What follows belongs to an exercise in optimizing a design on an open flow for small area; a production flow would make more cautious choices. At most, simulation tests tie the RTL to the original design; equivalence was not proved.

Setup of the reference run:
==> flow/design.v <==
module am2302_decoder (
    input  wire        clk,
    input  wire        rst_i,
    input  wire        line_i,
    output wire        line_drive_low_o,
    input  wire [31:0] now_ms_i,
    input  wire        reg_we_i,
    input  wire [2:0]  reg_addr_i,
    input  wire [31:0] reg_wdata_i,
    output reg  [31:0] reg_rdata_o,
    output wire        busy_o,
    output wire        done_o
);
    reg [3:0]  st;
    reg [10:0] cnt;
    reg [5:0]  bit_idx;
    reg [39:0] frame;
    reg [31:0] last_ms;
    reg        attempted;
    reg [14:0] hum;
    reg [15:0] temp;
    reg        valid;
    reg [3:0]  result;
    reg        done;
    reg        cmd_err;
    reg        raw_v;
    reg [15:0] raw_hum;
    reg [15:0] raw_temp;
    reg [7:0]  raw_ck;
    integer i;
    reg [7:0] ck_s1, ck_c1, ck_s2, ck_c2, calc_ck;
    reg       ck_cy;
    always @(*) begin
        ck_s1 = raw_hum[15:8] ^ raw_hum[7:0] ^ raw_temp[15:8];
        ck_c1 = {(raw_hum[14:8] & raw_hum[6:0]) | (raw_hum[14:8] & raw_temp[14:8]) |
                 (raw_hum[6:0] & raw_temp[14:8]), 1'b0};
        ck_s2 = ck_s1 ^ ck_c1 ^ raw_temp[7:0];
        ck_c2 = {(ck_s1[6:0] & ck_c1[6:0]) | (ck_s1[6:0] & raw_temp[6:0]) |
                 (ck_c1[6:0] & raw_temp[6:0]), 1'b0};
        ck_cy = 1'b0;
        for (i = 0; i < 8; i = i + 1) begin
            calc_ck[i] = ck_s2[i] ^ ck_c2[i] ^ ck_cy;
            ck_cy = (ck_s2[i] & ck_c2[i]) | (ck_s2[i] & ck_cy) | (ck_c2[i] & ck_cy);
        end
    end
    wire s_ready = (st == 4'd0);
    wire s_rate  = ~st[3] & ~st[2] & ~st[1] & st[0];
    wire s_idle  = ~st[2] & st[1] & ~st[0];
    wire s_start = ~st[2] & st[1] & st[0];
    wire s_ackl  = st[2] & ~st[1] & ~st[0];
    wire s_ackh  = st[2] & ~st[1] & st[0];
    wire s_sync  = st[2] & st[1] & ~st[0];
    wire s_high  = st[2] & st[1] & st[0];
    assign line_drive_low_o = s_start;
    assign busy_o           = ~s_ready;
    assign done_o           = done;
    always @(*) begin
        case (reg_addr_i)
            3'd1:    reg_rdata_o = {10'b0, bit_idx, st, result, 3'b0,
                                    attempted, cmd_err, valid, done, busy_o};
            3'd2:    reg_rdata_o = valid ? {temp, 1'b0, hum} : 32'b0;
            3'd3:    reg_rdata_o = raw_v ? {raw_temp, raw_hum} : 32'b0;
            3'd4:    reg_rdata_o = raw_v ? {16'b0, calc_ck, raw_ck} : 32'b0;
            3'd5:    reg_rdata_o = attempted ? last_ms : 32'b0;
            default: reg_rdata_o = 32'b0;
        endcase
    end
    wire t249  = cnt[7] & cnt[6] & cnt[5] & cnt[4] & cnt[3] & cnt[0];
    wire t1099 = cnt[10] & cnt[6] & cnt[3] & cnt[1] & cnt[0];
    wire t49   = cnt[5] & cnt[4] & cnt[0];
    wire t99   = cnt[6] & cnt[5] & cnt[1] & cnt[0];
    wire bit_value = cnt[6] | (cnt[5] & cnt[4]);    
    wire idx40 = bit_idx[5] & bit_idx[3];
    reg [10:0] el;
    reg        bw;
    always @(*) begin
        bw = 1'b0;
        for (i = 0; i < 11; i = i + 1) begin
            el[i] = now_ms_i[i] ^ last_ms[i] ^ bw;
            bw    = (~now_ms_i[i] & last_ms[i]) | (~(now_ms_i[i] ^ last_ms[i]) & bw);
        end
    end
    wire [20:0] hi_x = ~(now_ms_i[31:11] ^ last_ms[31:11]);
    wire [20:0] hi_o = now_ms_i[31:11] | ~last_ms[31:11];
    wire        hi_part = &(hi_x[20:1] ~^ hi_o[19:0]);
    wire        hi_zero = hi_part & (hi_x[0] ^ bw);
    wire el_ge = ~hi_zero | (&el[10:6] & (el[5] | el[4]));
    wire rate_ok = !attempted || el_ge;
    reg [10:0] cnt_inc;
    reg [5:0]  idx_inc;
    reg        cy;
    always @(*) begin
        cy = 1'b1;
        for (i = 0; i < 11; i = i + 1) begin
            cnt_inc[i] = cnt[i] ^ cy;
            cy = cy & cnt[i];
        end
        cy = 1'b1;
        for (i = 0; i < 6; i = i + 1) begin
            idx_inc[i] = bit_idx[i] ^ cy;
            cy = cy & bit_idx[i];
        end
    end
    reg [15:0] temp_rec;
    reg        nz;
    always @(*) begin
        nz = 1'b0;
        for (i = 0; i < 15; i = i + 1) begin
            temp_rec[i] = raw_temp[i] ^ nz;
            nz = nz | (raw_temp[15] & raw_temp[i]);
        end
        temp_rec[15] = nz;
    end
    wire ck_ok = (calc_ck == raw_ck);
    wire        ctrl_write = reg_we_i && (reg_addr_i == 3'd0);
    wire [1:0]  cmd        = reg_wdata_i[1:0];
    wire ev   = (s_idle | s_ackh | s_high) ? line_i : ~line_i;    
    wire tout = (s_idle & t249) | (s_ackl & t49) | ((s_ackh | s_sync | s_high) & t99);
    wire load_ms = (ctrl_write & (cmd == 2'd2) & s_ready) | (s_rate & rate_ok);
    always @(posedge clk) begin
        if (s_rate || ((s_idle | st[2]) && ev) || (s_start && t1099) || tout)
            cnt <= 11'd0;
        else
            cnt <= cnt_inc;
        if (s_high && line_i)
            frame <= {frame[38:0], bit_value};
        if (load_ms)
            last_ms <= now_ms_i;
        if (st == 4'd8) begin
            raw_hum  <= frame[39:24];
            raw_temp <= frame[23:8];
            raw_ck   <= frame[7:0];
        end
        if (st == 4'd9 && ck_ok) begin
            hum  <= raw_hum[14:0];
            temp <= temp_rec;
        end
        if (rst_i) begin
            st        <= 4'd0;
            bit_idx   <= 6'd0;
            attempted <= 1'b0;
            valid     <= 1'b0;
            result    <= 4'd0;
            done      <= 1'b0;
            cmd_err   <= 1'b0;
            raw_v     <= 1'b0;
        end else begin
            if (ctrl_write && cmd != 2'd0)
                cmd_err <= (cmd == 2'd3) | ~s_ready;
            if (load_ms)
                attempted <= 1'b1;
            case (st)
                4'd0: if (ctrl_write && cmd == 2'd1) begin
                    st   <= 4'd1;
                    done <= 1'b0;
                end
                4'd1: if (rate_ok) st <= 4'd2;
                      else begin st <= 4'd0; result <= 4'd2; done <= 1'b1; end
                4'd2: if (line_i) st <= 4'd3;
                      else if (t249) begin st <= 4'd0; result <= 4'd3; done <= 1'b1; end
                4'd3: if (t1099) st <= 4'd4;
                4'd4: if (!line_i) st <= 4'd5;
                      else if (t49) begin st <= 4'd0; result <= 4'd4; done <= 1'b1; end
                4'd5: if (line_i) begin st <= 4'd6; bit_idx <= 6'd0; end
                      else if (t99) begin st <= 4'd0; result <= 4'd5; done <= 1'b1; end
                4'd6: if (!line_i) st <= 4'd7;
                      else if (t99) begin st <= 4'd0; result <= 4'd6; done <= 1'b1; end
                4'd7: if (line_i) begin
                          if (idx40) st <= 4'd8;
                          else begin st <= 4'd6; bit_idx <= idx_inc; end
                      end else if (t99) begin st <= 4'd0; result <= 4'd7; done <= 1'b1; end
                4'd8: begin
                    raw_v <= 1'b1;
                    st    <= 4'd9;
                end
                4'd9: begin
                    if (ck_ok) begin
                        valid  <= 1'b1;
                        result <= 4'd1;
                    end else
                        result <= 4'd8;
                    st   <= 4'd0;
                    done <= 1'b1;
                end
                default: ;
            endcase
        end
    end
endmodule
Settings: LEC_CHECK=0, CAP_MARGIN=20, CORE_MARGIN=2, CORE_UTILIZATION=40, SLEW_MARGIN=20; clock period 10.0 ns.
run.sh (not shown) runs the stock make flow with config.mk's settings and CLKGATE_MAP_FILE= SYNTH_SCRIPT=/design/flow/synth_recipe.tcl, a recipe that flattens the netlist after the stock synthesis.
What the trial run does differently from the reference run at the input level:
--- a/flow/design.v
+++ b/flow/design.v
@@ -70,22 +70,18 @@
     wire t49   = cnt[5] & cnt[4] & cnt[0];
     wire t99   = cnt[6] & cnt[5] & cnt[1] & cnt[0];
     wire bit_value = cnt[6] | (cnt[5] & cnt[4]);    
     wire idx40 = bit_idx[5] & bit_idx[3];
-    reg [10:0] el;
+    reg [31:0] el;
     reg        bw;
     always @(*) begin
         bw = 1'b0;
-        for (i = 0; i < 11; i = i + 1) begin
+        for (i = 0; i < 32; i = i + 1) begin
             el[i] = now_ms_i[i] ^ last_ms[i] ^ bw;
             bw    = (~now_ms_i[i] & last_ms[i]) | (~(now_ms_i[i] ^ last_ms[i]) & bw);
         end
     end
-    wire [20:0] hi_x = ~(now_ms_i[31:11] ^ last_ms[31:11]);
-    wire [20:0] hi_o = now_ms_i[31:11] | ~last_ms[31:11];
-    wire        hi_part = &(hi_x[20:1] ~^ hi_o[19:0]);
-    wire        hi_zero = hi_part & (hi_x[0] ^ bw);
-    wire el_ge = ~hi_zero | (&el[10:6] & (el[5] | el[4]));
+    wire el_ge = (|el[31:11]) | (&el[10:6] & (el[5] | el[4]));
     wire rate_ok = !attempted || el_ge;
     reg [10:0] cnt_inc;
     reg [5:0]  idx_inc;
     reg        cy;
### Flow results
Apart from the trial run, each of the reference run and the trial run ends the flow with a layout that passes the timing, design-rule and antenna checks. Looking at combinational family with the most area after synthesis, the adder cells result is from the trial run; the compound AO/OA/AOI/OAI gates one comes from the reference run. The reference run and the trial run ended up with nearly the same register clock-pin slew on the reported worst setup and hold paths. The trial run against the reference run: peak per-stage delay on the critical path went down 0.12 ns, count of non-CTS buffers in the layout went up 16, area of combinational cells with multiple inputs went up 3.4%, hold slack held, final-layout fill cell count went down 62.
No functional check of the RTL was part of the trial run.

-- port drivers added, routing unchanged --
In the flow no input, the clock included, has a driving cell. The finished layouts below were timed again as built, in two steps.
Step 1: set_driving_cell puts a clkbuf_16 on clk and a buf_2 on each other input, an assumption about the parent block.
Step 2 adds t to the input delays and takes it off the output delays; t is the mean of the earliest and latest rising clock arrival at the registers after step 1. Input paths then give back, and output paths get back, about the clock's delay inside the block.
Three values: ideal, step 1, step 2; two values: the first two.
| run | t, ns | slack for setup (ns) | hold slack, ns | slew at the worst register clock pin (ns) |
|---|---|---|---|---|
| the reference run | 0.470 | 2.355 / 2.308 / 2.306 | 0.436 / 0.436 / 0.436 | 0.07 / 0.07 |
| the trial run | 0.473 | -2.886 / -2.896 / -3.368 | 0.438 / 0.438 / 0.438 | 0.08 / 0.08 |
The setup slack of the trial run, which loses most, moves by -0.010 ns with the drivers and by -0.482 ns with both steps.
